Background: an optimization exercise with open tools, aiming at small area and few clock cycles. Do not read the settings as production practice. In this exercise RTL edits were held to simulation tests only and were not proved equivalent to the original. Power figures rest on the tool's default switching activity, not on a simulated workload.

**design/flow/run.sh**
```bash
#!/bin/bash
# synth_recipe.tcl (not shown) runs the flow's synth.tcl, then flattens the netlist and writes it again
# the make line also repeats each setting of config.mk as NAME=value (left out here)
make -C /OpenROAD-flow-scripts/flow DESIGN_CONFIG=/design/flow/config.mk WORK_HOME=/design/flow/orfs CLKGATE_MAP_FILE= SYNTH_SCRIPT=/design/flow/synth_recipe.tcl finish
```
**design/flow/config.mk**
```make
export PLATFORM = sky130hd
export DESIGN_NAME = slmp_record
export DESIGN_NICKNAME = slmp_record
export VERILOG_FILES = /design/flow/design.v
export SDC_FILE = /design/flow/constraint.sdc
export NUM_CORES = 4
export LEC_CHECK = 0
export ABC_AREA = 1
export CAP_MARGIN = 20
export CORE_MARGIN = 2
export CORE_UTILIZATION = 55
export CTS_BUF_LIST = sky130_fd_sc_hd__clkbuf_16
export CTS_CLUSTER_DIAMETER = 60
export CTS_CLUSTER_SIZE = 30
export SLEW_MARGIN = 20
```
**design/flow/constraint.sdc**
```tcl
create_clock -name core_clock -period 6.0 [get_ports {clk}]
set_input_delay 1.2000 -clock core_clock [delete_from_list [all_inputs] [get_ports {clk}]]
set_output_delay 1.2000 -clock core_clock [all_outputs]
set_load 0.01 [all_outputs]
```
**design/flow/design.v**
```verilog
module slmp_record (
    input  wire        clk,
    input  wire        rst,
    input  wire        cmd_valid,
    output wire        cmd_ready,
    input  wire [7:0]  cmd_op,
    input  wire [15:0] cmd_n,
    input  wire        in_valid,
    output wire        in_ready,
    input  wire [23:0] in_data,
    output wire        out_valid,
    input  wire        out_ready,
    output wire [5:0]  out_field,
    output wire [2:0]  out_kind,
    output wire [31:0] out_data,
    output reg         done,
    output reg  [3:0]  st_err,
    output reg  [3:0]  st_sub,
    output reg  [15:0] olen,
    output reg  [15:0] res
);
    localparam [7:0] OP_LAYOUT = 8'h60;
    localparam [7:0] OP_SIZEOF = 8'h61;
    localparam [7:0] OP_DEC    = 8'h62;
    localparam [2:0] C_OK      = 3'd0;
    localparam [2:0] C_UNSUP   = 3'd1;   
    localparam [2:0] C_MISSING = 3'd2;   
    localparam [2:0] C_WCOUNT  = 3'd3;   
    localparam [2:0] C_NOLAY   = 3'd4;   
    localparam [2:0] C_ILLEGAL = 3'd5;   
    localparam [2:0] C_FLIMIT  = 3'd6;   
    localparam [2:0] C_LSIZE   = 3'd7;   
    localparam [1:0] ST_IDLE   = 2'd0;
    localparam [1:0] ST_LAYOUT = 2'd1;
    localparam [1:0] ST_DEC    = 2'd2;
    reg [1:0]  state;
    reg        done_q;
    reg [2:0]  code;
    reg [6:0]  olen_q;
    reg [15:0] res_q;
    reg [15:0] ring [0:63];
    reg        sa_v, sb_v;    
    reg [5:0]  sa_i, sb_i;
    reg [1:0]  sa_l, sb_l;
    reg [5:0]  p0;            
    reg        lt_valid;
    reg [5:0]  lt_last;       
    reg [15:0] lt_size;       
    reg [5:0]  fi;            
    reg [15:0] rem;           
    reg        last;          
    reg        h;             
    reg [2:0]  kind;          
    reg        lastf;         
    reg [15:0] hold;          
    reg [1:0]  l_err;         
    reg        big;           
    wire in_lay = (state == ST_LAYOUT);
    wire in_dec = (state == ST_DEC);
    wire [15:0] word = in_data[15:0];
    wire k_b   = (kind == 3'd1);
    wire k_i16 = (kind == 3'd2);
    wire k_u16 = (kind == 3'd3);
    wire k_32  = (kind[2:1] == 2'b10);
    wire k_s   = (kind == 3'd6);
    reg dv, dr;         
    always @(*) begin
        if (k_s && h && !last) begin
            dv = 1'b1;      dr = 1'b0;
        end else if (k_32 && !h) begin
            dv = 1'b0;      dr = 1'b1;
        end else begin
            dv = in_valid;  dr = out_ready;
        end
    end
    wire in_move  = in_valid && in_ready;
    wire out_move = out_valid && out_ready;
    wire c_move   = in_dec && out_move;                  
    wire f_end    = in_dec && (k_s ? (last && (h ? in_move : out_move)) : out_move);
    wire d_done   = f_end && lastf;
    wire [5:0] wslot = p0 + fi;
    assign out_valid = in_dec && dv;
    assign in_ready  = in_lay ? (big || wslot == 6'd0) : (in_dec && dr);
    assign cmd_ready = (state == ST_IDLE) || d_done;
    assign out_field = fi;
    assign out_kind  = kind;
    assign out_data[31:16] = k_32 ? word : (k_i16 ? {16{word[15]}} : 16'd0);
    assign out_data[15:8]  = k_32 ? hold[15:8] : ((k_i16 || k_u16) ? word[15:8] : 8'd0);
    assign out_data[7:1]   = (k_32 || (k_s && h)) ? hold[7:1] : (k_b ? 7'd0 : word[7:1]);
    assign out_data[0]     = (k_32 || (k_s && h)) ? hold[0] : (k_b ? (word != 16'd0) : word[0]);
    wire        nx_more = in_dec && !lastf;
    wire [5:0]  nx_f    = nx_more ? fi + 6'd1 : 6'd0;
    wire [15:0] raw     = ring[p0 + nx_f];
    wire        esc_a   = sa_v && (sa_i == nx_f);
    wire        esc_b   = sb_v && (sb_i == nx_f);
    wire        esc     = esc_a || esc_b;
    wire        r_b     = (raw == 16'd0);
    wire        r_n     = &raw[15:2];
    wire        nx_s    = esc || !(r_b || r_n);
    wire [15:0] nx_clen = esc ? {14'h3fff, esc_a ? sa_l : sb_l} : raw;
    wire [2:0]  nx_kind = nx_s ? 3'd6 : r_b ? 3'd1 : {raw[1], !raw[1], raw[0]};
    always @(*) begin
        done = done_q || d_done;
        olen = {9'd0, d_done ? ({1'b0, lt_last} + 7'd1) : olen_q};
        res  = res_q;
        if (d_done) begin
            st_err = 4'd0; st_sub = 4'd0;
        end else begin
            case (code)
                C_UNSUP:   begin st_err = 4'd7;  st_sub = 4'd0; end
                C_MISSING: begin st_err = 4'd8;  st_sub = 4'd0; end
                C_WCOUNT:  begin st_err = 4'd11; st_sub = 4'd3; end
                C_NOLAY:   begin st_err = 4'd11; st_sub = 4'd7; end
                C_ILLEGAL: begin st_err = 4'd12; st_sub = 4'd0; end
                C_FLIMIT:  begin st_err = 4'd13; st_sub = 4'd4; end
                C_LSIZE:   begin st_err = 4'd13; st_sub = 4'd5; end
                default:   begin st_err = 4'd0;  st_sub = 4'd0; end
            endcase
        end
    end
    wire [7:0]  d_kind = in_data[7:0];
    wire [15:0] d_clen = in_data[23:8];
    wire        d_str  = (d_kind == 8'd6);
    wire [15:0] d_w    = d_str ? ({1'b0, d_clen[15:1]} + 16'd1) :
                         ((d_kind == 8'd4 || d_kind == 8'd5) ? 16'd2 : 16'd1);
    wire [16:0] size_next = {1'b0, lt_size} + {1'b0, d_w};
    wire [1:0]  d_err = (d_kind == 8'd0 || d_kind > 8'd6) ? 2'd1 :
                        (d_str && d_clen == 16'd0) ? 2'd2 :
                        size_next[16] ? 2'd3 : 2'd0;
    wire [1:0]  l_err_next = (l_err != 2'd0) ? l_err : d_err;
    wire ring_wr = in_lay && (wslot == 6'd0);
    integer i;
    always @(posedge clk) begin
        for (i = 0; i < 63; i = i + 1)
            ring[i] <= ring[i + 1];
        ring[63] <= !ring_wr ? ring[0] : d_str ? d_clen :
                    (d_kind[2:0] == 3'd1) ? 16'd0 : {14'h3fff, d_kind[1:0] - 2'd2};
    end
    wire [15:0] rem_dec = rem - 16'd1;
    always @(posedge clk) begin
        p0 <= p0 - 6'd1;
        if (rst) begin
            state    <= ST_IDLE;
            done_q   <= 1'b0;
            code     <= C_OK;
            olen_q   <= 7'd0;
            res_q    <= 16'd0;
            lt_valid <= 1'b0;
        end else begin
            done_q <= 1'b0;
            if (in_lay && in_move) begin
                rem     <= rem_dec;
                last    <= (rem == 16'd2);
                fi      <= fi + 6'd1;
                lt_size <= size_next[15:0];
                l_err   <= l_err_next;
                if (d_str && (&d_clen[15:2])) begin
                    if (!sa_v) begin
                        sa_v <= 1'b1; sa_i <= fi; sa_l <= d_clen[1:0];
                    end else begin
                        sb_v <= 1'b1; sb_i <= fi; sb_l <= d_clen[1:0];
                    end
                end
                if (last) begin
                    state  <= ST_IDLE;
                    done_q <= 1'b1;
                    olen_q <= 7'd0;
                    if (big)
                        code <= C_FLIMIT;
                    else begin
                        case (l_err_next)
                            2'd1: code <= C_UNSUP;
                            2'd2: code <= C_MISSING;
                            2'd3: code <= C_LSIZE;
                            default: code <= C_OK;
                        endcase
                        lt_valid <= (l_err_next == 2'd0);
                    end
                end
            end
            if (in_dec) begin
                if (k_32 && !h) begin
                    if (in_valid) begin
                        hold <= word;
                        h    <= 1'b1;
                    end
                end else if (k_s && c_move) begin
                    if (!h)
                        hold[7:0] <= word[15:8];
                    h    <= !h;
                    rem  <= rem_dec;
                    last <= (rem == 16'd2);
                end
                if (d_done) begin
                    state  <= ST_IDLE;
                    code   <= C_OK;
                    olen_q <= {1'b0, lt_last} + 7'd1;
                end
            end
            if (f_end || (cmd_valid && cmd_ready && cmd_op == OP_DEC)) begin
                fi    <= nx_f;
                kind  <= nx_kind;
                rem   <= nx_clen;
                last  <= (nx_clen == 16'd1);
                lastf <= (nx_f == lt_last);
                h     <= 1'b0;
            end
            if (cmd_valid && cmd_ready) begin
                case (cmd_op)
                    OP_LAYOUT: begin
                        lt_valid <= 1'b0;
                        lt_size  <= 16'd0;
                        lt_last  <= cmd_n[5:0] - 6'd1;
                        big      <= (cmd_n > 16'd64);
                        rem      <= cmd_n;
                        last     <= (cmd_n == 16'd1);
                        fi       <= 6'd0;
                        p0       <= 6'd0;
                        l_err    <= 2'd0;
                        sa_v     <= 1'b0;
                        sb_v     <= 1'b0;
                        if (cmd_n == 16'd0) begin
                            state    <= ST_IDLE;
                            done_q   <= 1'b1;
                            code     <= C_OK;
                            olen_q   <= 7'd0;
                            lt_valid <= 1'b1;
                        end else
                            state <= ST_LAYOUT;
                    end
                    OP_SIZEOF: begin
                        state  <= ST_IDLE;
                        done_q <= 1'b1;
                        olen_q <= 7'd0;
                        if (lt_valid) begin
                            code  <= C_OK;
                            res_q <= lt_size;
                        end else
                            code <= C_NOLAY;
                    end
                    OP_DEC: begin
                        if (!lt_valid || cmd_n != lt_size || lt_size == 16'd0) begin
                            state  <= ST_IDLE;
                            done_q <= 1'b1;
                            olen_q <= 7'd0;
                            code   <= !lt_valid ? C_NOLAY :
                                      (cmd_n != lt_size) ? C_WCOUNT : C_OK;
                        end else
                            state <= ST_DEC;
                    end
                    default: begin
                        state  <= ST_IDLE;
                        done_q <= 1'b1;
                        olen_q <= 7'd0;
                        code   <= C_ILLEGAL;
                    end
                endcase
            end
        end
    end
endmodule
```
==> summary.txt, run 1 <==
status timing/DRC/antenna clean; fin crit period 5673 ps; async set-reset flop share out of synthesis 0; clk latency of the worst-skew pair approximately 660 ps; CP endpoint kind flop; Hold Startpoint ring[34][13]; reg2reg end kind[2]; Final Skew between 40 and 50 ps; ANT nets after route 0; Startpoint Class flop; Hold Crit Endpoint ring[33][13]; Max Slew Vio Count 0; R2R setup slack approximately 330 ps; DRC 0; Synth Area per Inst 8.627 sq um; Power, Total ~16000 uW; Starting Density 0.5557; Max Fclk between 0.15 and 0.2 GHz; Unique masters post-synth between 50 and 60; RR Startpoint state[1]; Synth area leader dfxtp_1; pre-CTS setup slack 149.7 ps; synth top area cells dfxtp_1 (53%), nand2_1 (12%), nand3_1 (6.7%), edfxtp_1 (6.6%), nor2_1 (5.0%); Post-Route WL ~130000 um; R2R depth 32; number of global-route vias before repair ~30000; CP delay by family, top simple AND/OR/NAND/NOR gates; Layout Area Growth over Synthesis 13.42%; Slew headroom 0.2492; worst path arrival time around 6000 ps; CP Data Required Time ~6400 ps; crit-path most repeated cell nand2_1; WS Path Type flop to flop; CTS buffer count slightly below 70; Tcrit/Tclk final 0.9455; post-route setup slack around 330 ps; WP buf/inv 7; top fanout value on the critical path 36; share of layout cells above drive strength 1 0.06950; Cell Area, Placed between 0.04 and 0.05 sq mm; critical path's largest stage delay around 660 ps; Final Hold Fails 0; Yosys reg bits approximately 1100; routed vias between 30000 and 40000; NumNets Final around 4800; sequential fraction of the synthesis area 0.5999; pin count of the biggest net entering global routing a little over 80; Worst Tran Pin Value about 1100 ps; num ports roughly 140; row count between 90 and 100; Die Wd roughly 270 um; Clock Path Buffers 3; Total Routing Usage GR 0.3431; slowest CP cell nor2_4; Placer Congestion 0.9475; top cell type's share of synthesized area 0.5341; worst hold stages 0; H-tree lvl count 3; LEAKAGE roughly 0.020 uW; Worst VDD drop between 0.2 and 0.3 mV; first-pass GRT wire length approximately 190000 um; 1st-iter DRT viols ~3300; total gr overflow 0; Detailed Routing Iterations Pass 1 6; max-cap viol count 0; final setup vio count 0; die area around 0.074 sq mm; commonest non-fill, non-tap cell in the layout nand2_1; root buf cell clkbuf_16; Mapped Area between 0.03 and 0.04 sq mm; EDFF count, synth 87; Synth Flop Type dfxtp_1; cts-stage hold buffer count 0; HPWL reported at the end of detailed placement between 80000 and 90000 um; Finished Cell Area between 0.04 and 0.05 sq mm; Hold Crit Class flop to flop; commonest cells after routing, fill and taps aside nand2_1 (1257), dfxtp_1 (1060), nand3_1 (534); WL/cell ~23 um; Setup TNS 0 ps; CTS clk-pin slew, worst paths roughly 110 ps; TritonCTS clock tree done; P per Cell Area 358.5 mW/mm^2; Die Height about 270 um; core area slightly above 0.07 sq mm; Port Buffer Count 127; initial antenna violation count 2; Syn Inst Count 4605; post-DR vias/cell between 5 and 6; Yosys warnings 2; clk sinks ~1100
[cell usage after synthesis, types with 3 or more instances]
cell,instances
mux2_2,11
nand2_1,1257
nand3_1,535
a21oi_1,80
nor3_1,28
buf_2,71
a211oi_1,5
or2_2,12
buf_4,13
o21a_1,11
nor2_2,9
xnor2_1,26
fa_1,3
o21ai_0,93
buf_1,20
inv_1,206
edfxtp_1,87
ha_1,33
o22ai_1,6
o21bai_1,3
o211ai_1,20
clkbuf_1,119
nand2_2,9
nand4_1,254
nor2_1,526
inv_2,5
dfxtp_1,1060
a31oi_1,14
xor2_1,40
nor4_1,18
[flip-flops by register name, summed over array words and instances (netlist names), 2 cells and up]
name,cells
code,3
fi,6
hold,16
kind,3
l_err,2
lt_last,6
lt_size,16
olen_q,7
p0,6
rem,16
res_q,16
ring,1024
sa_i,6
sa_l,2
sb_i,6
sb_l,2
state,2
[metal layers]
metal  part of all wire  GRT usage
met5                  0          0
met4              0.042     0.1436
met3              0.081    0.05105
met2               0.45     0.5472
met1               0.42     0.4675
[cell families after synthesis]
| kind of cell | Yosys count | share of synthesized area |
|---|---|---|
| XOR/XNOR | 66 | 0.01455 |
| AO/OA/AOI/OAI | 247 | 0.03549 |
| multiplexers | 11 | 0.003118 |
| AND/OR/NAND/NOR | 2661 | 0.2903 |
| other | 1 | 0.00009439 |
| adder cells (fa/ha/maj) | 36 | 0.01190 |
| buffers and inverters | 436 | 0.04466 |
| flip-flops | 1147 | 0.5999 |
[how the worst max path moves through the flow]
stage	startpoint	end	slack, ps	cells past startpoint
floorplan	in_data[7]	code[2]	870	28
global placement	in_data[7]	code[2]	170	27
detailed placement	in_data[7]	code[2]	150	28
CTS	fi[0]	olen[4]	170	18
global route	state[1]	kind[1]	-10	32
finish	state[1]	kind[2]	330	32
[layout make-up]
type	instances	area [sq um]
multi-input cells	3034	14370
diodes	3	7.507
clock inverters	52	686.9
well taps	950	1189
repair buffers	260	2395
fillers	6233	26430
clock buffers	71	1777
flip-flops and latches	1147	23830
inverters	213	805.8
[through the flow]
| step | cells | hold slack (ps) | utilization |
|---|---|---|---|
| finish | 5730 | 327.4 | 0.6303 |
| detailed placement | 5599 | 335.0 | 0.5948 |
| CTS | 5722 | 323.2 | 0.6292 |
| global route | 5727 | 333.1 | 0.6302 |
| global placement | 5599 | 332.3 | 0.5947 |
| floorplan | 4614 | 330.8 | - |
[worst register-to-register path, delay by kind of cell, from the launching register on]
family | cells | cell delay [ps]
DFF | 1 | 400
adders and majority gates | 2 | 620
AOI/OAI and AO/OA | 1 | 60
buffers and inverters | 7 | 1270
and+or+nand+nor | 22 | 3100
[power by group]
| part | internal [uW] | switching [uW] | leakage [uW] |
|---|---|---|---|
| logic | 536 | 2400 | 0.00980 |
| registers | 7740 | 51.6 | 0.00936 |
| clock network | 2480 | 2940 | 0.00120 |
[repair_timing]
item,CTS,global route
endpoints found under the setup margin,0,9
gates resized for setup,0,6
setup buffers,0,2
Testbench counts, summed over its fixed seeds: cycles 21,641.
==> run 2: changes to the inputs <==
==> design/flow/config.mk (replaced) <==
export PLATFORM = sky130hd
export DESIGN_NAME = slmp_record
export DESIGN_NICKNAME = slmp_record
export VERILOG_FILES = /design/flow/design.v
export SDC_FILE = /design/flow/constraint.sdc
export NUM_CORES = 4
export LEC_CHECK = 0
export CAP_MARGIN = 20
export CORE_MARGIN = 2
export CORE_UTILIZATION = 40
export SLEW_MARGIN = 20
==> run 2 against run 1 <==
Against the previous run:
- still clean
- sequential cell count unchanged
- synthesized cell count down 24%
- cell count down 12%
- fmax down 3.4%
- design area up 2.9%
- clock power up 33%
- first-iteration DRC count up 10%
- via count down 6.4%
- worst hold slack worse by 11 ps
- highest routed layer unchanged
==> summary.txt, run 2 <==
NumNets Final roughly 3800; CP endpoint kind flop; Largest Register ring; Mapped Area roughly 0.039 sq mm; async set-reset flop share out of synthesis 0; row count 113; Total Routing Usage GR 0.2675; Tcrit/Tclk final 0.9787; CP Data Required Time roughly 6500 ps; worst path arrival time ~6300 ps; Yosys warnings 2; commonest cells after routing, fill and taps aside dfxtp_1 (1060), nand2_1 (242), a21oi_1 (212); HPWL reported at the end of detailed placement around 91000 um; Max Fclk approximately 0.17 GHz; P per Cell Area about 460 mW/mm^2; Final Hold Fails 0; most common cell in the netlist dfxtp_1; Cell Area, Placed 0.04240 sq mm; Synth Flop Type dfxtp_1; EDFF count, synth 87; R2R depth 21; pin count of the biggest net entering global routing 61; Slew headroom 0.2534; Port Buffer Count ~130; cts-stage hold buffer count 0; DRC 0; Detailed Routing Iterations Pass 1 6; worst hold stages 0; clk sinks 1147; WS Path Type flop to flop; top post-synthesis cells by count dfxtp_1 (1060), nand2_1 (244), a21oi_1 (220); CTS clk-pin slew, worst paths 60 ps; root buf cell clkbuf_16; Die Height 314.5 um; die area around 0.099 sq mm; Worst VDD drop 0.2592 mV; post-route setup slack roughly 130 ps; total gr overflow 0; TritonCTS clock tree done; Synth Area per Inst approximately 11 sq um; Startpoint Class flop; number of global-route vias before repair between 20000 and 30000; LEAKAGE between 0.015 and 0.02 uW; # fillers 8679; max-cap viol count 0; Yosys reg bits approximately 1100; top cell type's share of synthesized area 0.5502; WL/cell about 27 um; Starting Density 0.4047; Unique masters post-synth approximately 100; Hold Slack 316.5 ps; ANT nets after route 0; Hold Crit Class flop to flop; commonest non-fill, non-tap cell in the layout dfxtp_1; routed vias roughly 30000; share of layout cells above drive strength 1 0.1338; first-pass GRT wire length ~200000 um; max FFs per register between 1000 and 1500; R2R setup slack approximately 130 ps; Final Skew ~46 ps; Power, Total 21350 uW; final setup vio count 0; RR Startpoint fi[0]; Hold Startpoint ring[52][4]; 1st-iter DRT viols 3602; Max Slew Vio Count 0; clk latency of the worst-skew pair a little over 700 ps; Post-Route WL ~140000 um; pre-CTS setup slack ~63 ps; post-DR vias/cell a little under 6; Worst Tran Pin Value about 1100 ps; core area around 0.095 sq mm; Finished Cell Area approximately 0.046 sq mm; fin crit period approximately 5900 ps; reg2reg end kind[1]; CTS buffer count 110; status timing/DRC/antenna clean; H-tree lvl count 3; Clock Path Buffers 3; Placer Congestion between 0.9 and 1; Layout Area Growth over Synthesis 20.19%; sequential fraction of the synthesis area 0.6180; Hold Crit Endpoint ring[51][4]; synth top area cells dfxtp_1 (55%), edfxtp_1 (6.8%), a21oi_1 (2.9%), a22oi_1 (2.4%), nand2_1 (2.4%); Synth area leader dfxtp_1; num ports around 140; initial antenna violation count 1; top fanout value on the critical path 11; Die Wd around 310 um; Syn Inst Count roughly 3500
==> run 2: changes by cell type after synthesis, sizes merged, moves of 49 or more <==
cell    change
nand2    -1020
nand3     -432
nor2      -368
nand4     -193
inv       -178
a21oi     +142
a22oi     +123
a221oi     +77
and3       +66
o21ai      +55
nor3       +50
a31oi      +49
==> run 2: worst max-delay path by stage <==
| stage | from | endpoint | slack [ps] | cells after the start |
|---|---|---|---|---|
| after floorplan | state[0] | kind[1] | 820 | 19 |
| after global placement | fi[0] | kind[1] | 160 | 21 |
| after CTS | lastf | kind[1] | 80 | 18 |
| after global routing | fi[0] | kind[1] | -10 | 21 |
| after detailed placement | lastf | kind[1] | 60 | 18 |
| final | fi[0] | kind[1] | 130 | 21 |
==> run 2: logic make-up after synthesis <==
logic type	share of synthesized area
other cells	0.00009724
xor+xnor	0.02271
compound gates	0.1811
fa+ha+maj	0.01252
mux	0.02002
flops	0.6180
simple gates	0.1131
buf+inv	0.03241
==> run 2: per-layer routing <==
metal / vias up / track usage / part of all wire
li1: 13460 / - / -
met1: 14780 / 0.3649 / 0.42
met3: 336 / 0.04796 / 0.086
met5: - / 0 / 0
met4: 0 / 0.1103 / 0.043
met2: 1583 / 0.4186 / 0.45
==> run 2: through the flow <==
stage	TNS, ps	util	instances
floorplan	0	-	3520
global placement	0	0.4449	4862
detailed placement	0	0.4449	4862
CTS	0	0.4849	5063
global route	-11.40	0.4864	5069
finish	0	0.4864	5071
==> run 2: power by group <==
group / switching, uW / internal (uW) / total, uW
clock network: 3060 / 4140 / 7200
registers: 65.9 / 7750 / 7810
logic: 4390 / 1950 / 6340
==> run 2: layout make-up <==
type / instances / area, sq um / area share
antenna: 2 / 5.005 / 0.0001080
clock buffer: 154 / 3287 / 0.07091
clock inverter: 47 / 523.0 / 0.01128
inverter: 33 / 123.9 / 0.002672
multi-input combinational: 2083 / 13860 / 0.2990
sequential: 1147 / 23830 / 0.5142
tap: 1265 / 1583 / 0.03415
timing repair buffer: 340 / 3137 / 0.06767
==> run 2: worst max-delay path, cell delays in order, from the launching register on <==
cell and delay (ps):
edfxtp_1 380, ha_1 250, xor2_1 160, nand2_1 150
inv_1 60, ha_1 310, buf_4 190, nand3_1 190
and3b_1 280, o21ai_4 560, buf_4 330, a21oi_2 90
buf_4 190, o2bb2ai_1 120, a2111oi_0 710, o211ai_1 200
a21oi_2 420, nand2_1 100, o31ai_1 280, and4b_1 270
and4_4 240, o2bb2a_4 160
==> run 2: what timing repair did <==
| item | CTS | global route |
|---|---|---|
| setup buffers | 0 | 5 |
| gates resized for setup | 0 | 20 |
| endpoints found under the setup margin | 0 | 9 |
| hold endpoints to repair | 0 | 0 |
==> run 3: changes to the inputs <==
--- a/design/flow/design.v
+++ b/design/flow/design.v
@@ -42,7 +42,8 @@
     reg        sa_v, sb_v;    
     reg [5:0]  sa_i, sb_i;
     reg [1:0]  sa_l, sb_l;
-    reg [5:0]  p0;            
+    reg [7:0]  p0_lo, p0_hi;  
+    reg [7:0]  np_lo, np_hi;  
     reg        lt_valid;
     reg [5:0]  lt_last;       
     reg [15:0] lt_size;       
@@ -78,9 +79,9 @@
     wire c_move   = in_dec && out_move;                  
     wire f_end    = in_dec && (k_s ? (last && (h ? in_move : out_move)) : out_move);
     wire d_done   = f_end && lastf;
-    wire [5:0] wslot = p0 + fi;
+    wire wslot0 = np_lo[0] && np_hi[0];
     assign out_valid = in_dec && dv;
-    assign in_ready  = in_lay ? (big || wslot == 6'd0) : (in_dec && dr);
+    assign in_ready  = in_lay ? (big || wslot0) : (in_dec && dr);
     assign cmd_ready = (state == ST_IDLE) || d_done;
     assign out_field = fi;
     assign out_kind  = kind;
@@ -90,7 +91,17 @@
     assign out_data[0]     = (k_32 || (k_s && h)) ? hold[0] : (k_b ? (word != 16'd0) : word[0]);
     wire        nx_more = in_dec && !lastf;
     wire [5:0]  nx_f    = nx_more ? fi + 6'd1 : 6'd0;
-    wire [15:0] raw     = ring[p0 + nx_f];
+    reg  [15:0] raw, grp;
+    integer g, j;
+    always @(*) begin
+        raw = 16'd0;
+        for (g = 0; g < 8; g = g + 1) begin
+            grp = 16'd0;
+            for (j = 0; j < 8; j = j + 1)
+                grp = grp | (ring[8 * g + j] & {16{np_lo[j]}});
+            raw = raw | (grp & {16{np_hi[g]}});
+        end
+    end
     wire        esc_a   = sa_v && (sa_i == nx_f);
     wire        esc_b   = sb_v && (sb_i == nx_f);
     wire        esc     = esc_a || esc_b;
@@ -128,7 +139,7 @@
                         (d_str && d_clen == 16'd0) ? 2'd2 :
                         size_next[16] ? 2'd3 : 2'd0;
     wire [1:0]  l_err_next = (l_err != 2'd0) ? l_err : d_err;
-    wire ring_wr = in_lay && (wslot == 6'd0);
+    wire ring_wr = in_lay && wslot0;
     integer i;
     always @(posedge clk) begin
         for (i = 0; i < 63; i = i + 1)
@@ -137,8 +148,29 @@
                     (d_kind[2:0] == 3'd1) ? 16'd0 : {14'h3fff, d_kind[1:0] - 2'd2};
     end
     wire [15:0] rem_dec = rem - 16'd1;
+    wire [7:0] p0_lo_r = {p0_lo[0], p0_lo[7:1]};
+    wire [7:0] p0_hi_r = p0_lo[0] ? {p0_hi[0], p0_hi[7:1]} : p0_hi;
+    wire [7:0] np_lo_r = {np_lo[0], np_lo[7:1]};
+    wire [7:0] np_hi_r = np_lo[0] ? {np_hi[0], np_hi[7:1]} : np_hi;
+    wire       dec_go  = cmd_valid && cmd_ready && (cmd_op == OP_DEC) &&
+                         lt_valid && (cmd_n == lt_size) && (lt_size != 16'd0);
+    wire       start   = (f_end && !lastf) || dec_go;
     always @(posedge clk) begin
-        p0 <= p0 - 6'd1;
+        p0_lo <= p0_lo_r;
+        p0_hi <= p0_hi_r;
+        if (in_lay && in_move && last) begin
+            np_lo <= p0_lo_r;
+            np_hi <= p0_hi_r;
+        end else if (in_lay && in_move) begin
+            np_lo <= np_lo;
+            np_hi <= np_hi;
+        end else if (start) begin
+            np_lo <= (nx_f == lt_last) ? p0_lo_r : np_lo;
+            np_hi <= (nx_f == lt_last) ? p0_hi_r : np_hi;
+        end else begin
+            np_lo <= np_lo_r;
+            np_hi <= np_hi_r;
+        end
         if (rst) begin
             state    <= ST_IDLE;
             done_q   <= 1'b0;
@@ -197,7 +229,7 @@
                     olen_q <= {1'b0, lt_last} + 7'd1;
                 end
             end
-            if (f_end || (cmd_valid && cmd_ready && cmd_op == OP_DEC)) begin
+            if (start) begin
                 fi    <= nx_f;
                 kind  <= nx_kind;
                 rem   <= nx_clen;
@@ -215,7 +247,10 @@
                         rem      <= cmd_n;
                         last     <= (cmd_n == 16'd1);
                         fi       <= 6'd0;
-                        p0       <= 6'd0;
+                        p0_lo    <= 8'd1;
+                        p0_hi    <= 8'd1;
+                        np_lo    <= 8'd1;
+                        np_hi    <= 8'd1;
                         l_err    <= 2'd0;
                         sa_v     <= 1'b0;
                         sb_v     <= 1'b0;
@@ -239,7 +274,7 @@
                             code <= C_NOLAY;
                     end
                     OP_DEC: begin
-                        if (!lt_valid || cmd_n != lt_size || lt_size == 16'd0) begin
+                        if (!dec_go) begin
                             state  <= ST_IDLE;
                             done_q <= 1'b1;
                             olen_q <= 7'd0;
--- a/design/flow/config.mk
+++ b/design/flow/config.mk
@@ -7,5 +7,8 @@
 export LEC_CHECK = 0
 export CAP_MARGIN = 20
 export CORE_MARGIN = 2
-export CORE_UTILIZATION = 40
+export CORE_UTILIZATION = 55
+export CTS_BUF_LIST = sky130_fd_sc_hd__clkbuf_16
+export CTS_CLUSTER_DIAMETER = 60
+export CTS_CLUSTER_SIZE = 30
 export SLEW_MARGIN = 20
==> run 3 against run 2 <==
Against the previous run:
- critical path depth is 6 lower
- still clean
- via count is 20% lower
- setup slack improved by 770 ps
- cell count fell by 23%
- global-route usage rose by 0.36 points
- first-iteration DRC count down 44%
- critical endpoint is now code[2]
- wire length down 32%
- count of clock-buffer cells in the layout shrank 96
- register-to-register slack better by 2000 ps
- clock skew increased by 6.9 ps
==> summary.txt, run 3 <==
critical path's largest stage delay roughly 610 ps; commonest non-fill, non-tap cell in the layout dfxtp_1; NumNets Final 3095; Post-Route WL 92810 um; routed vias ~24000; Worst VDD drop approximately 0.25 mV; Syn Inst Count 2996; Post-CTS Setup Bufs 0; post-synthesis compound-gate area fraction 0.1695; H-tree lvl count 2; Hold Crit Class flop to flop; Layout Area Growth over Synthesis 10.84%; Starting Density 0.5580; RSZ-0062 raised after global routing false; post-synthesis mux area share 0.01288; Synth Area per Inst around 12 sq um; Final Hold Fails 0; die area 0.06758 sq mm; top cell type's share of synthesized area 0.6033; crit-path most repeated cell nor2_1; Synth Area in Adders 0.008541; root buf cell clkbuf_16; xor/xnor share of the synthesized area 0.01823; pin count of the biggest net entering global routing between 100 and 150; placed cells ~3800; Slew headroom 0.3202; cts-stage hold buffer count 0; top post-synthesis cells by count dfxtp_1 (1086), a22oi_1 (568), clkbuf_1 (164); Synth area leader dfxtp_1; Startpoint Class primary input; clk latency of the worst-skew pair 660 ps; R2R setup slack approximately 2100 ps; Cell Count, Final, Fillers Out ~4000; WP buf/inv 2; Clock Path Buffers 3; Setup TNS 0 ps; max-cap viol count 0; post_cts resized 0; post-DR vias/cell roughly 6.1; ANT nets after route 0; Final Skew 52.83 ps; Synth Flop Type dfxtp_1; worst hold stages 0; synth top area cells dfxtp_1 (60%), a22oi_1 (12%), edfxtp_1 (7.2%), nand4_1 (2.5%), clkbuf_1 (1.7%); stages on the worst setup path 15; LEAKAGE 0.01458 uW; largest family of logic cells by synthesized area compound AO/OA/AOI/OAI gates; share of layout cells above drive strength 1 0.05458; worst path arrival time about 5600 ps; sequential fraction of the synthesis area 0.6758; CTS buffer count 56; Yosys warnings 2; DRC 0; Mapped Area between 0.03 and 0.04 sq mm; # fillers 5084; HPWL reported at the end of detailed placement approximately 54000 um; Hold Slack between 300 and 400 ps; P per Cell Area 322.9 mW/mm^2; initial antenna violation count 0; Max Fclk 0.1960 GHz; R2R depth 8; total gr overflow 0; 1st-iter DRT viols a little over 2000; num ports about 140; Port Buffer Count approximately 130; commonest cells after routing, fill and taps aside dfxtp_1 (1072), a22oi_1 (568), nand4_1 (144); Tcrit/Tclk final 0.8504; fin crit period roughly 5100 ps; number of global-route vias before repair ~24000; CP Cell Sequence clkdlybuf4s50_1 > or4_1 > nor2_1 > nand4b_1 > buf_4 > nor2_1 > ha_1 > and3_1 > a2111oi_2 > o31ai_1 > a41o_1 > a21bo_2 > a21boi_0 > o21ai_0 > o2bb2ai_1; Die Height 260.0 um; antenna cells 0; TritonCTS clock tree done; Die Wd ~260 um; final setup vio count 0; async set-reset flop share out of synthesis 0; Unique masters post-synth 78; row count 93; CP endpoint kind flop; Yosys reg bits 1173; slowest CP cell or4_1; EDFF count, synth 87; Total Routing Usage GR 0.2711; CTS clk-pin slew, worst paths approximately 100 ps; most common cell in the netlist dfxtp_1; CP delay by family, top compound AO/OA/AOI/OAI gates; Detailed Routing Iterations Pass 1 5; core area 0.06458 sq mm; Worst Tran Pin Value ~1000 ps; max FFs per register roughly 1000; Largest Register ring; Placer Congestion approximately 0.89; first-pass GRT wire length roughly 140000 um; status timing/DRC/antenna clean; top fanout value on the critical path 12; Max Slew Vio Count 0; CP Data Required Time between 6000 and 7000 ps; WL/cell about 24 um; Synth Area in Simple Gates 0.08882; clk sinks ~1200; WS Path Type primary input to flop
run 3: cell types whose count changed after synthesis, moves of 48 or more:
cell	delta
a22oi_1	+445
a21oi_1	-152
a31oi_1	-48
o21ai_0	-86
nand3_1	-75
buf_2	-62
nor3_1	-49
nand4_1	+82
a221oi_1	-74
nand2_1	-112
run 3: cell type report:
class,instances,area (sq um),share of cell area
clock inverters,42,518.0,0.01297
inverters,17,63.81,0.001598
well taps,855,1070,0.02678
clock buffers,58,1451,0.03634
repair buffers,166,1639,0.04104
multi-input cells,1604,10810,0.2706
flip-flops and latches,1173,24390,0.6107
run 3: cell families (layout without fill, tap and decap cells):
| kind of cell | after synthesis | after routing |
|---|---|---|
| other | 1 | 10 |
| multiplexers | 46 | 46 |
| AND/OR/NAND/NOR | 608 | 608 |
| buffers and inverters | 228 | 283 |
| AO/OA/AOI/OAI | 841 | 841 |
| adder cells (fa/ha/maj) | 24 | 24 |
| flip-flops | 1173 | 1173 |
| XOR/XNOR | 75 | 75 |
run 3: worst paths after layout:
path / from / end
worst min-delay path: ring[9][4] / ring[8][4]
worst max register to register: np_lo[0] / np_hi[5]
worst min register to register: ring[9][4] / ring[8][4]
worst max-delay path: in_data[5] / code[2]
run 3: routing by layer:
layer,vias to the layer above,wire length (um),share of wire,track usage
met3,125,4600,0.050,0.02973
li1,11140,-,-,-
met5,-,0,0,0
met2,700,43930,0.47,0.4463
met4,0,2211,0.024,0.07743
met1,12100,42070,0.45,0.3795
run 3: report_power, final:
group / total [uW] / switching [uW] / internal [uW]
clock network: 4680 / 2600 / 2080
registers: 7940 / 46.6 / 7890
logic: 273 / 159 / 115
run 3: metrics by stage:
step	setup slack (ps)	instance area, sq um	utilization	total power (uW)
after floorplan	1291	36070	-	8250
after global placement	391.8	37960	0.5878	8388
after detailed placement	304.2	37960	0.5878	8390
after CTS	968.0	39930	0.6183	12970
after global routing	629.3	39940	0.6185	13290
final	897.9	39940	0.6185	12900
Testbench counts of run 3, summed over its fixed seeds: cycles 21,641.
==> run 4: changes to the inputs <==
==> design/flow/config.mk (replaced) <==
export PLATFORM = sky130hd
export DESIGN_NAME = slmp_record
export DESIGN_NICKNAME = slmp_record
export VERILOG_FILES = /design/flow/design.v
export SDC_FILE = /design/flow/constraint.sdc
export NUM_CORES = 4
export LEC_CHECK = 0
export CAP_MARGIN = 20
export CORE_MARGIN = 2
export CORE_UTILIZATION = 40
export SLEW_MARGIN = 20
==> run 4 against run 3 <==
Against the previous run:
- worst hold slack got worse by 18 ps
- setup slack gained 270 ps
- global-route usage shrank 6.6 points
- critical endpoint is now lt_valid
==> summary.txt, run 4 <==
status timing/DRC/antenna clean; Pint between 10000 and 15000 uW; Yosys reg bits roughly 1200; WS Path Type primary input to flop; Placer Congestion approximately 0.88; Total Routing Usage GR 0.2053; NumNets Final about 3200; DRT met1 WL roughly 43000 um; row count 110; Detailed Routing Iterations Pass 1 5; Hold Slack roughly 320 ps; Logic pwr share 0.018; H-tree lvl count 3; Syn Inst Count around 3000; num ports 138; Tcrit/Tclk final 0.8059; synth top area cells dfxtp_1 (60%), a22oi_1 (12%), edfxtp_1 (7.2%), nand4_1 (2.5%), clkbuf_1 (1.7%); crit-path most repeated cell nor2_1; number of global-route vias before repair between 20000 and 30000; top fanout value on the critical path 10; max-cap viol count 0; R2R setup slack about 2000 ps; routed vias 24600; Post-CTS Setup Bufs 0; part of the power in the clock network 0.468; Synth Flop Type dfxtp_1; Max Fclk about 0.21 GHz; Cell Area, Placed 0.03834 sq mm; most common cell in the netlist dfxtp_1; P_sw 3173 uW; HPWL reported at the end of detailed placement between 50000 and 60000 um; reg2reg end kind[1]; Largest Register ring; pin count of the biggest net entering global routing ~110; Top Metal Used met5; Starting Density 0.4022; Startpoint Class primary input; Port Buffer Count around 130; Hold Startpoint ring[12][14]; clk latency of the worst-skew pair 680 ps; Finished Cell Area ~0.042 sq mm; R2R depth 10; Seq pwr share 0.514; 1st-iter DRT viols around 2100; worst hold stages 0; Mapped Area 0.03604 sq mm; Die Wd roughly 300 um; Sw Share 0.2053; worst path arrival time approximately 5400 ps; critical path's largest stage delay around 570 ps; EDFF count, synth slightly below 90; commonest non-fill, non-tap cell in the layout dfxtp_1; post_cts resized 0; Post-Route WL a little under 100000 um; first-pass GRT wire length about 150000 um; max FFs per register approximately 1000; fin crit period about 4800 ps; wire length on met2 roughly 46000 um; Final Hold Fails 0; Setup TNS 0 ps; CP Data Required Time 6590 ps; Layout Area Growth over Synthesis 17.13%; DRC 0; cts-stage hold buffer count 0; total gr overflow 0; Die Height slightly above 300 um; Clock Path Buffers 3; Synth Area per Inst between 10 and 15 sq um; CTS buffer count about 110; Max Slew Vio Count 0; Slew headroom 0.2805; Hold Crit Class flop to flop; CTS clk-pin slew, worst paths ~60 ps; top post-synthesis cells by count dfxtp_1 (1086), a22oi_1 (568), clkbuf_1 (164); clk sinks 1173; top cell type's share of synthesized area 0.6033; Worst VDD drop roughly 0.22 mV; Final Skew roughly 50 ps; LEAKAGE approximately 0.016 uW; share of layout cells above drive strength 1 0.08583; initial antenna violation count 3; async set-reset flop share out of synthesis 0; routed wl met3 5685 um; Synth area leader dfxtp_1; RR Startpoint np_lo[0]; die area 0.09251 sq mm; post-DR vias/cell between 5 and 6; commonest cells after routing, fill and taps aside dfxtp_1 (1071), a22oi_1 (568), nand4_1 (144); WL/cell 22.49 um; Worst Tran Pin Value 1077 ps; core area around 0.09 sq mm; P per Cell Area 366.1 mW/mm^2; Yosys warnings 2; Hold Crit Endpoint ring[11][14]; Unique masters post-synth between 70 and 80; root buf cell clkbuf_16; sequential fraction of the synthesis area 0.6758; TritonCTS clock tree done; Power, Total about 15000 uW; CP endpoint kind flop; slowest CP cell or4_1; CP Cell Sequence clkdlybuf4s50_1 > or4_1 > nor2_1 > nand4b_1 > buf_4 > nor2_1 > ha_1 > and3_1 > a2111oi_2 > o31ai_1 > a41o_1 > and2_1 > or3_1 > a311oi_1; RSZ-0062 raised after global routing false; ANT nets after route 0; final setup vio count 0
run 4: cell counts after synthesis:
No cell type changed its count.
run 4: area by class of cell:
| class | instances | area, sq um |
|---|---|---|
| repair buffers | 172 | 1622 |
| inverters | 17 | 63.81 |
| fillers | 7792 | 47390 |
| clock inverters | 49 | 596.8 |
| well taps | 1176 | 1471 |
| diodes | 2 | 5.005 |
| multi-input cells | 1604 | 10810 |
| flip-flops and latches | 1173 | 24390 |
| clock buffers | 154 | 3253 |
run 4: power groups by stage:
stage	logic, uW	registers, uW	clock network [uW]
after global placement	270	8120	0
after detailed placement	273	8120	0
final	277	7950	7230
after floorplan	153	8100	0
after global routing	298	7940	7650
after CTS	274	7940	7340
run 4: worst max-delay path by stage:
stage	startpoint	end	slack, ps
2_1_floorplan	in_data[6]	lt_valid	1290
3_3_place_gp	in_data[6]	lt_valid	470
3_5_place_dp	in_data[6]	lt_valid	470
4_1_cts	in_data[6]	lt_valid	1170
5_1_grt	in_data[6]	code[2]	890
6_report	in_data[5]	lt_valid	1160
run 4: cell families (layout without fill, tap and decap cells):
logic type,Yosys count,in the layout,synth area share
AOI/OAI and AO/OA,841,841,0.1695
xor gates and xnor gates,75,75,0.01823
adders and majority gates,24,24,0.008542
buffers and inverters,228,392,0.02608
DFF,1173,1173,0.6758
muxes,46,46,0.01288
other,1,12,0.0001041
and+or+nand+nor,608,608,0.08882
run 4: critical path: cells and delay by family:
family | cells | cell delay [ps]
adder cells (fa/ha/maj) | 1 | 280
buffers and inverters | 2 | 740
AND/OR/NAND/NOR | 7 | 1810
AO/OA/AOI/OAI | 4 | 1400
run 4: per-layer routing:
metal / vias to the layer above / track usage
met5: - / 0
met4: 2 / 0.07416
met3: 185 / 0.03468
met2: 866 / 0.3403
met1: 12220 / 0.2700
li1: 11330 / -
run 4: metrics by stage:
| stage | cells | utilization | setup slack [ps] |
|---|---|---|---|
| finish | 4347 | 0.4711 | 1165 |
| global route | 4347 | 0.4711 | 891.7 |
| CTS | 4345 | 0.4709 | 1168 |
| detailed placement | 4142 | 0.4280 | 467.8 |
| global placement | 4142 | 0.4280 | 470.9 |
| floorplan | 3005 | - | 1291 |
==> run 5: changes to the inputs <==
--- a/design/flow/design.v
+++ b/design/flow/design.v
@@ -53,7 +53,9 @@
     reg        h;             
     reg [2:0]  kind;          
     reg        lastf;         
-    reg [15:0] hold;          
+    reg [15:0] bw;            
+    reg        bv;            
+    reg [7:0]  hb;            
     reg [1:0]  l_err;         
     reg        big;           
     wire in_lay = (state == ST_LAYOUT);
@@ -64,31 +66,35 @@
     wire k_u16 = (kind == 3'd3);
     wire k_32  = (kind[2:1] == 2'b10);
     wire k_s   = (kind == 3'd6);
+    wire [15:0] cw  = bv ? bw : word;
+    wire        cwv = bv || in_valid;
+    wire        s_hi = k_s && h && !last;    
     reg dv, dr;         
     always @(*) begin
-        if (k_s && h && !last) begin
-            dv = 1'b1;      dr = 1'b0;
-        end else if (k_32 && !h) begin
-            dv = 1'b0;      dr = 1'b1;
+        if (s_hi) begin
+            dv = 1'b1;            dr = !bv;
+        end else if (k_32) begin
+            dv = bv && in_valid;  dr = !bv || out_ready;
         end else begin
-            dv = in_valid;  dr = out_ready;
+            dv = cwv;             dr = !bv || out_ready;
         end
     end
     wire in_move  = in_valid && in_ready;
     wire out_move = out_valid && out_ready;
     wire c_move   = in_dec && out_move;                  
-    wire f_end    = in_dec && (k_s ? (last && (h ? in_move : out_move)) : out_move);
+    wire f_end    = in_dec && (k_s ? (last && out_move) : out_move);
     wire d_done   = f_end && lastf;
+    wire bypass   = !bv && out_move && !s_hi && !k_32;
     wire wslot0 = np_lo[0] && np_hi[0];
     assign out_valid = in_dec && dv;
     assign in_ready  = in_lay ? (big || wslot0) : (in_dec && dr);
     assign cmd_ready = (state == ST_IDLE) || d_done;
     assign out_field = fi;
     assign out_kind  = kind;
-    assign out_data[31:16] = k_32 ? word : (k_i16 ? {16{word[15]}} : 16'd0);
-    assign out_data[15:8]  = k_32 ? hold[15:8] : ((k_i16 || k_u16) ? word[15:8] : 8'd0);
-    assign out_data[7:1]   = (k_32 || (k_s && h)) ? hold[7:1] : (k_b ? 7'd0 : word[7:1]);
-    assign out_data[0]     = (k_32 || (k_s && h)) ? hold[0] : (k_b ? (word != 16'd0) : word[0]);
+    assign out_data[31:16] = k_32 ? word : (k_i16 ? {16{cw[15]}} : 16'd0);
+    assign out_data[15:8]  = (k_32 || k_i16 || k_u16) ? cw[15:8] : 8'd0;
+    assign out_data[7:1]   = (k_s && h) ? hb[7:1] : (k_b ? 7'd0 : cw[7:1]);
+    assign out_data[0]     = (k_s && h) ? hb[0] : (k_b ? (cw != 16'd0) : cw[0]);
     wire        nx_more = in_dec && !lastf;
     wire [5:0]  nx_f    = nx_more ? fi + 6'd1 : 6'd0;
     reg  [15:0] raw, grp;
@@ -211,14 +217,17 @@
                 end
             end
             if (in_dec) begin
-                if (k_32 && !h) begin
-                    if (in_valid) begin
-                        hold <= word;
-                        h    <= 1'b1;
-                    end
-                end else if (k_s && c_move) begin
+                if (k_32 && bv) begin
+                    if (out_move)
+                        bv <= 1'b0;
+                end else if (in_move && !bypass) begin
+                    bw <= word;
+                    bv <= 1'b1;
+                end else if (bv && out_move && !s_hi)
+                    bv <= 1'b0;
+                if (k_s && c_move) begin
                     if (!h)
-                        hold[7:0] <= word[15:8];
+                        hb <= cw[15:8];
                     h    <= !h;
                     rem  <= rem_dec;
                     last <= (rem == 16'd2);
@@ -282,6 +291,7 @@
                                       (cmd_n != lt_size) ? C_WCOUNT : C_OK;
                         end else
                             state <= ST_DEC;
+                        bv <= 1'b0;
                     end
                     default: begin
                         state  <= ST_IDLE;
--- a/design/flow/config.mk
+++ b/design/flow/config.mk
@@ -7,5 +7,8 @@
 export LEC_CHECK = 0
 export CAP_MARGIN = 20
 export CORE_MARGIN = 2
-export CORE_UTILIZATION = 40
+export CORE_UTILIZATION = 55
+export CTS_BUF_LIST = sky130_fd_sc_hd__clkbuf_16
+export CTS_CLUSTER_DIAMETER = 60
+export CTS_CLUSTER_SIZE = 30
 export SLEW_MARGIN = 20
==> run 5 against run 4 <==
Against the previous run:
- non-clock buffer count decreased by 3
- sequential cell count increased by 9
- sequential power increased by 2%
==> summary.txt, run 5 <==
status timing/DRC/antenna clean; Synth Area per Inst ~12 sq um; async set-reset flop share out of synthesis 0; Worst Tran Pin Value between 1000 and 1500 ps; P per Cell Area around 320 mW/mm^2; LEAKAGE roughly 0.014 uW; post_cts resized 0; Hold Crit Class flop to flop; NumNets Final between 3000 and 4000; Max Fclk 0.2049 GHz; die area between 0.06 and 0.07 sq mm; root buf cell clkbuf_16; post-route setup slack about 1100 ps; Slew headroom 0.2671; Unique masters post-synth 81; first-pass GRT wire length roughly 150000 um; pre-CTS setup slack 638.3 ps; Synth area leader dfxtp_1; Clock Path Buffers 3; final setup vio count 0; Largest Register ring; Final Skew around 30 ps; Mapped Area roughly 0.037 sq mm; DRC 0; post-DR vias/cell around 6.2; 1st-iter DRT viols 2400; Port Buffer Count 127; Detailed Routing Iterations Pass 1 6; ANT nets after route 0; Yosys warnings 2; number of global-route vias before repair approximately 24000; EDFF count, synth 96; DRT met1 WL ~44000 um; worst path arrival time around 3700 ps; wire length on met2 ~44000 um; Die Wd 261.9 um; Syn Inst Count just over 3000; commonest non-fill, non-tap cell in the layout dfxtp_1; clk sinks 1182; CTS clk-pin slew, worst paths ~100 ps; CP Data Required Time about 4800 ps; Setup TNS 0 ps; Post-Route WL between 90000 and 100000 um; top fanout value on the critical path 22; routed wl met3 between 5000 and 6000 um; Cell Count, Final, Fillers Out about 4000; initial antenna violation count 5; HPWL reported at the end of detailed placement about 58000 um; placed cells approximately 3900; Total Routing Usage GR 0.2735; total gr overflow 0; Layout Area Growth over Synthesis 10.23%; routed vias around 25000; WL/cell about 24 um; sequential fraction of the synthesis area 0.6732; CP endpoint kind output pin; row count 94; R2R setup slack a little under 2000 ps; Starting Density 0.5564; num ports between 100 and 150; Startpoint Class primary input; Synth Flop Type dfxtp_1; top post-synthesis cells by count dfxtp_1 (1086), a22oi_1 (574), nand4_1 (152); fin crit period around 4900 ps; Max Slew Vio Count 0; cts-stage hold buffer count 0; most common cell in the netlist dfxtp_1; Post-CTS Setup Bufs 0; share of layout cells above drive strength 1 0.05385; Placer Congestion ~0.9; Top Metal Used met4; max-cap viol count 0; synth top area cells dfxtp_1 (59%), a22oi_1 (12%), edfxtp_1 (7.9%), nand4_1 (2.6%), nand2_1 (1.5%); RSZ-0062 raised after global routing false; Final Hold Fails 0; clk latency of the worst-skew pair approximately 660 ps; max FFs per register roughly 1000; Worst VDD drop approximately 0.25 mV; Die Height about 260 um; WS Path Type primary input to output pin; pin count of the biggest net entering global routing 94; commonest cells after routing, fill and taps aside dfxtp_1 (1074), a22oi_1 (574), nand4_1 (152); top cell type's share of synthesized area 0.5944; Tcrit/Tclk final 0.8133; core area around 0.066 sq mm; H-tree lvl count 2; TritonCTS clock tree done; CTS buffer count 55; Yosys reg bits 1182
[run 5: changes by cell type after synthesis, sizes merged, moves of 12 or more]
| cell | change |
|---|---|
| a21oi | +20 |
| a311oi | -13 |
| buf | +50 |
| clkbuf | -51 |
| mux2i | -14 |
| nand2 | +15 |
| nand3 | +21 |
| nor2 | -18 |
| o21ai | +22 |
| o31ai | +12 |
[run 5: path summary, 6_finish.rpt]
kind                                  start           to  depth (start not counted)
worst min-delay path            ring[60][8]  ring[59][8]                          0
worst max register to register     np_lo[2]      kind[2]                          9
worst min register to register  ring[60][8]  ring[59][8]                          0
worst max-delay path               in_valid      olen[0]                          7
[run 5: per-stage QoR]
stage	instance area, sq um	hold slack, ps	power (uW)	util
global route	40320	320.6	13380	0.6132
detailed placement	38480	336.4	8619	0.5852
global placement	38470	332.5	8615	0.5852
floorplan	36610	331.1	8391	-
finish	40320	329.7	12990	0.6133
CTS	40320	325.8	13070	0.6132
[run 5: routing by layer]
metal	vias up	track usage
li1	11420	-
met1	12340	0.3948
met2	834	0.4400
met3	132	0.03077
met4	0	0.07055
met5	-	0
[run 5: critical path, cell delays in order]
cell	delay (ps)
clkdlybuf4s50_1	560
nor2_1	80
o21a_4	230
or3_1	690
nor2_1	260
a21o_1	110
clkdlybuf4s50_1	530
[run 5: cell families (layout without fill, tap and decap cells)]
kind of cell,Yosys count,count (layout),share of synthesized area
flops,1182,1182,0.6732
compound gates,874,874,0.1714
simple gates,633,633,0.09154
buf+inv,232,284,0.02668
xor+xnor,73,73,0.01748
mux,39,39,0.01091
fa+ha+maj,25,25,0.008689
other cells,1,11,0.0001025
[run 5: cell type report]
| type | instances | area (sq um) |
|---|---|---|
| Fill cell | 5155 | 25430 |
| Sequential cell | 1182 | 24660 |
| Timing Repair Buffer | 169 | 1624 |
| Multi-Input combinational cell | 1654 | 11030 |
| Inverter | 22 | 82.58 |
| Clock buffer | 58 | 1451 |
| Tap cell | 864 | 1081 |
| Clock inverter | 35 | 389.1 |
| Antenna cell | 1 | 2.502 |
[run 5: where the power goes]
part / switching, uW / leakage, uW / internal, uW
Clock: 2600 / 0.000910 / 1940
Sequential: 121 / 0.00968 / 7970
Combinational: 212 / 0.00389 / 139
Total: 2930 / 0.0145 / 10100
Testbench counts of run 5, summed over its fixed seeds: cycles 21,097.
==> run 6: changes to the inputs <==
--- a/design/flow/design.v
+++ b/design/flow/design.v
@@ -36,13 +36,13 @@
     reg [1:0]  state;
     reg        done_q;
     reg [2:0]  code;
-    reg [6:0]  olen_q;
+    reg        olen_f;        
     reg [15:0] res_q;
     reg [15:0] ring [0:63];
     reg        sa_v, sb_v;    
     reg [5:0]  sa_i, sb_i;
     reg [1:0]  sa_l, sb_l;
-    reg [7:0]  p0_lo, p0_hi;  
+    reg [5:0]  p0;            
     reg [7:0]  np_lo, np_hi;  
     reg        lt_valid;
     reg [5:0]  lt_last;       
@@ -118,7 +118,7 @@
     wire [2:0]  nx_kind = nx_s ? 3'd6 : r_b ? 3'd1 : {raw[1], !raw[1], raw[0]};
     always @(*) begin
         done = done_q || d_done;
-        olen = {9'd0, d_done ? ({1'b0, lt_last} + 7'd1) : olen_q};
+        olen = {9'd0, (d_done || olen_f) ? ({1'b0, lt_last} + 7'd1) : 7'd0};
         res  = res_q;
         if (d_done) begin
             st_err = 4'd0; st_sub = 4'd0;
@@ -138,9 +138,10 @@
     wire [7:0]  d_kind = in_data[7:0];
     wire [15:0] d_clen = in_data[23:8];
     wire        d_str  = (d_kind == 8'd6);
-    wire [15:0] d_w    = d_str ? ({1'b0, d_clen[15:1]} + 16'd1) :
-                         ((d_kind == 8'd4 || d_kind == 8'd5) ? 16'd2 : 16'd1);
-    wire [16:0] size_next = {1'b0, lt_size} + {1'b0, d_w};
+    wire [15:0] d_add  = d_str ? {1'b0, d_clen[15:1]} :
+                         ((d_kind == 8'd4 || d_kind == 8'd5) ? 16'd1 : 16'd0);
+    wire [17:0] size_sum  = {1'b0, lt_size, 1'b1} + {1'b0, d_add, 1'b1};
+    wire [16:0] size_next = size_sum[17:1];
     wire [1:0]  d_err = (d_kind == 8'd0 || d_kind > 8'd6) ? 2'd1 :
                         (d_str && d_clen == 16'd0) ? 2'd2 :
                         size_next[16] ? 2'd3 : 2'd0;
@@ -154,16 +155,16 @@
                     (d_kind[2:0] == 3'd1) ? 16'd0 : {14'h3fff, d_kind[1:0] - 2'd2};
     end
     wire [15:0] rem_dec = rem - 16'd1;
-    wire [7:0] p0_lo_r = {p0_lo[0], p0_lo[7:1]};
-    wire [7:0] p0_hi_r = p0_lo[0] ? {p0_hi[0], p0_hi[7:1]} : p0_hi;
+    wire [5:0] p0_r    = p0 - 6'd1;
+    wire [7:0] p0_lo_r = 8'd1 << p0_r[2:0];
+    wire [7:0] p0_hi_r = 8'd1 << p0_r[5:3];
     wire [7:0] np_lo_r = {np_lo[0], np_lo[7:1]};
     wire [7:0] np_hi_r = np_lo[0] ? {np_hi[0], np_hi[7:1]} : np_hi;
     wire       dec_go  = cmd_valid && cmd_ready && (cmd_op == OP_DEC) &&
                          lt_valid && (cmd_n == lt_size) && (lt_size != 16'd0);
     wire       start   = (f_end && !lastf) || dec_go;
     always @(posedge clk) begin
-        p0_lo <= p0_lo_r;
-        p0_hi <= p0_hi_r;
+        p0 <= p0_r;
         if (in_lay && in_move && last) begin
             np_lo <= p0_lo_r;
             np_hi <= p0_hi_r;
@@ -181,7 +182,7 @@
             state    <= ST_IDLE;
             done_q   <= 1'b0;
             code     <= C_OK;
-            olen_q   <= 7'd0;
+            olen_f   <= 1'b0;
             res_q    <= 16'd0;
             lt_valid <= 1'b0;
         end else begin
@@ -200,9 +201,10 @@
                     end
                 end
                 if (last) begin
+                    lt_last <= fi;
                     state  <= ST_IDLE;
                     done_q <= 1'b1;
-                    olen_q <= 7'd0;
+                    olen_f <= 1'b0;
                     if (big)
                         code <= C_FLIMIT;
                     else begin
@@ -235,7 +237,7 @@
                 if (d_done) begin
                     state  <= ST_IDLE;
                     code   <= C_OK;
-                    olen_q <= {1'b0, lt_last} + 7'd1;
+                    olen_f <= 1'b1;
                 end
             end
             if (start) begin
@@ -251,13 +253,11 @@
                     OP_LAYOUT: begin
                         lt_valid <= 1'b0;
                         lt_size  <= 16'd0;
-                        lt_last  <= cmd_n[5:0] - 6'd1;
                         big      <= (cmd_n > 16'd64);
                         rem      <= cmd_n;
                         last     <= (cmd_n == 16'd1);
                         fi       <= 6'd0;
-                        p0_lo    <= 8'd1;
-                        p0_hi    <= 8'd1;
+                        p0       <= 6'd0;
                         np_lo    <= 8'd1;
                         np_hi    <= 8'd1;
                         l_err    <= 2'd0;
@@ -267,7 +267,7 @@
                             state    <= ST_IDLE;
                             done_q   <= 1'b1;
                             code     <= C_OK;
-                            olen_q   <= 7'd0;
+                            olen_f   <= 1'b0;
                             lt_valid <= 1'b1;
                         end else
                             state <= ST_LAYOUT;
@@ -275,7 +275,7 @@
                     OP_SIZEOF: begin
                         state  <= ST_IDLE;
                         done_q <= 1'b1;
-                        olen_q <= 7'd0;
+                        olen_f <= 1'b0;
                         if (lt_valid) begin
                             code  <= C_OK;
                             res_q <= lt_size;
@@ -286,7 +286,7 @@
                         if (!dec_go) begin
                             state  <= ST_IDLE;
                             done_q <= 1'b1;
-                            olen_q <= 7'd0;
+                            olen_f <= 1'b0;
                             code   <= !lt_valid ? C_NOLAY :
                                       (cmd_n != lt_size) ? C_WCOUNT : C_OK;
                         end else
@@ -296,7 +296,7 @@
                     default: begin
                         state  <= ST_IDLE;
                         done_q <= 1'b1;
-                        olen_q <= 7'd0;
+                        olen_f <= 1'b0;
                         code   <= C_ILLEGAL;
                     end
                 endcase
--- a/design/flow/config.mk
+++ b/design/flow/config.mk
@@ -11,4 +11,5 @@
 export CTS_BUF_LIST = sky130_fd_sc_hd__clkbuf_16
 export CTS_CLUSTER_DIAMETER = 60
 export CTS_CLUSTER_SIZE = 30
+export GPL_TIMING_DRIVEN = 0
 export SLEW_MARGIN = 20
==> run 6 against run 5 <==
Against the previous run:
- area after synthesis decreased by 3.0%
- count of clock-buffer cells in the layout is 1 lower
- setup slack worse by 650 ps
- design area down 0.97%
- critical path depth increased by 8
- core utilization is 0.95 points higher
- global-route usage up 6.8 points
- sequential cell count down 16
- sequential power fell by 2%
==> summary.txt, run 6 <==
most common cell in the netlist dfxtp_1; routed vias between 20000 and 30000; Max Slew Vio Count 0; Synth Flop Type dfxtp_1; async set-reset flop share out of synthesis 0; post-layout util 0.6228; share of layout cells above drive strength 1 0.05193; number of global-route vias before repair between 20000 and 25000; crit-path most repeated cell nor3_1; DRC 0; Die Wd approximately 260 um; CTS clk-pin slew, worst paths around 110 ps; Max Fclk around 0.18 GHz; die area 0.06658 sq mm; 1st-iter DRT viols 3168; part of the power in the clock network 0.354; # fillers roughly 5100; total gr overflow 0; ANT nets after route 0; max-cap viol count 0; Seq pwr share 0.596; commonest cells after routing, fill and taps aside dfxtp_1 (1070), a22oi_1 (583), nand4_1 (148); Unique masters post-synth 83; critical path's largest stage delay between 600 and 700 ps; placed cells 3894; Pint ~10000 uW; Starting Density 0.5536; CTS buffer count 57; RSZ-0062 raised after global routing false; Largest Register ring; post-DR vias/cell 6.386; Yosys reg bits roughly 1200; NumNets Final 3179; Placer Congestion about 0.94; CP Cell Sequence clkdlybuf4s50_1 > nor3_1 > nand3_1 > nor3_1 > nand2_1 > inv_1 > ha_1 > nor2b_1 > o31a_1 > o211ai_1 > a31oi_1 > a41oi_1 > nand2_1 > a2111oi_0 > nor3_1; sequential fraction of the synthesis area 0.6848; Startpoint Class primary input; Hold Slack around 310 ps; P_sw ~3200 uW; status timing/DRC/antenna clean; Tcrit/Tclk final 0.9212; Cell Count, Final, Fillers Out between 3000 and 4000; area of the multi-input gates a little over 0.01 sq mm; Detailed Routing Iterations Pass 1 6; Post-CTS Setup Bufs 0; first-pass GRT wire length between 150000 and 200000 um; max FFs per register a little over 1000; HPWL reported at the end of detailed placement approximately 81000 um; CP endpoint kind flop; Worst VDD drop approximately 0.28 mV; R2R setup slack approximately 1100 ps; LEAKAGE 0.01448 uW; Logic pwr share 0.050; Die Height 258.0 um; clk sinks around 1200; fin crit period around 5500 ps; antenna cells 0; CP Data Required Time 6500 ps; commonest non-fill, non-tap cell in the layout dfxtp_1; slowest CP cell a2111oi_0; Slew headroom 0.1311; top fanout value on the critical path 7; Yosys warnings 2; row count just over 90; Final Hold Fails 0; cts-stage hold buffer count 0; Mapped Area approximately 0.035 sq mm; Sw Share 0.2370; Hold Crit Class flop to flop; post-route setup slack ~470 ps; WL/cell between 20 and 30 um; top post-synthesis cells by count dfxtp_1 (1070), a22oi_1 (583), nand4_1 (148); Synth area leader dfxtp_1; initial antenna violation count 1; synth top area cells dfxtp_1 (60%), a22oi_1 (12%), edfxtp_1 (8.1%), nand4_1 (2.6%), clkbuf_1 (1.5%); Clock Path Buffers 3; post_cts resized 0; final setup vio count 0; root buf cell clkbuf_16; TritonCTS clock tree done; worst path arrival time just over 6000 ps; Post-Route WL approximately 120000 um; core area 0.06412 sq mm; num ports 138; top cell type's share of synthesized area 0.6035; Final Skew roughly 54 ps; pre-CTS setup slack -148.7 ps; Layout Area Growth over Synthesis 12.50%; Synth Area per Inst 12.24 sq um; WS Path Type primary input to flop; H-tree lvl count 2; pin count of the biggest net entering global routing 32; EDFF count, synth 96; clk latency of the worst-skew pair 690 ps; Power, Total 13340 uW; Total Routing Usage GR 0.3420; P per Cell Area between 300 and 400 mW/mm^2; Port Buffer Count around 130; Worst Tran Pin Value approximately 1300 ps; Syn Inst Count 2900; FF/Latch Area between 0.02 and 0.025 sq mm
==> run 6: cell count changes after synthesis, sizes merged, moves of 16 or more <==
cell / previous run / this run
o21ai: 73 / 36
clkbuf: 113 / 145
nand2: 148 / 96
inv: 21 / 43
buf: 97 / 37
dfxtp: 1086 / 1070
nand3: 52 / 26
==> run 6: cell type report <==
class,count,share of cell area
repair buffers,133,0.03375
inverters,43,0.004042
flip-flops and latches,1166,0.6087
multi-input cells,1518,0.2587
plain buffers,182,0.01918
clock buffers,57,0.03572
clock inverters,40,0.01316
well taps,855,0.02679
==> run 6: routing by layer <==
layer	part of all wire	GRT usage	vias up
met4	0.039	0.1309	0
met3	0.091	0.06262	257
met1	0.43	0.4849	12740
met2	0.44	0.5229	1329
li1	-	-	11190
met5	0	0	-
==> run 6: cell families after synthesis <==
logic type / after synthesis / share of synthesized area
DFF: 1166 / 0.6848
muxes: 38 / 0.01096
adders and majority gates: 27 / 0.009624
other: 1 / 0.0001057
and+or+nand+nor: 550 / 0.08348
buffers and inverters: 225 / 0.02595
AOI/OAI and AO/OA: 823 / 0.1678
xor gates and xnor gates: 70 / 0.01727
==> run 6: worst max-delay path: cells and delay by family <==
kind            cells  cell delay (ps)
buf+inv             2              690
simple gates        7             2180
compound gates      5             1680
fa+ha+maj           1              280
==> run 6: path summary, 6_finish.rpt <==
kind / startpoint / endpoint / cells after the start
max reg2reg: np_hi[0] / ring[63][0] / 6
min reg2reg: ring[63][15] / ring[62][15] / 0
min: ring[63][15] / ring[62][15] / 0
max: in_data[3] / code[1] / 15
==> run 6: per-stage QoR <==
step	area, sq um	TNS (ps)
floorplan	35530	0
global placement	37860	0
detailed placement	37920	-148.7
CTS	39880	0
global route	39930	0
finish	39930	0
==> run 6: power by group through the flow <==
stage / clock network, uW / logic, uW / registers (uW)
2_1_floorplan: 0 / 345 / 8110
3_3_place_gp: 0 / 633 / 8130
3_5_place_dp: 0 / 640 / 8130
4_1_cts: 4740 / 643 / 7950
5_1_grt: 5020 / 691 / 7960
6_report: 4720 / 663 / 7950
Testbench counts of run 6, summed over its fixed seeds: cycles 21,097.

-- port drivers added, routing unchanged --
In the flow no input, the clock included, has a driving cell. The finished layouts below were timed again as built, in two steps.
Step 1 sets driving cells, clkbuf_16 on the clock port and buf_2 on the other inputs (assumed; they add their load-dependent delay and slew).
Step 2, shift: input delay + t, output delay - t, t = (earliest + latest rising clock arrival at the registers) / 2. This alone moves slack from input paths to output paths.
Slacks: no drivers / after step 1 / after step 2; pairs: no drivers / after step 1.
run	t (ns)	setup slack, ns	worst slew at a driven data input, ns
run 1	0.708	0.327 / 0.327 / 0.101	0.06
run 2	0.756	0.128 / 0.128 / 0.128	0.08
run 3	0.705	0.898 / 0.936 / 0.232	0.09
run 4	0.720	1.165 / 1.164 / 0.485	0.09
run 5	0.708	1.120 / 1.086 / 0.581	0.05
run 6	0.724	0.473 / 0.510 / -0.214	0.08
With both steps, setup timing fails in run 6, where it was met with ideal ports. For run 6, which loses most, drivers alone change the setup slack by +0.037 ns; drivers and shift together by -0.687 ns.
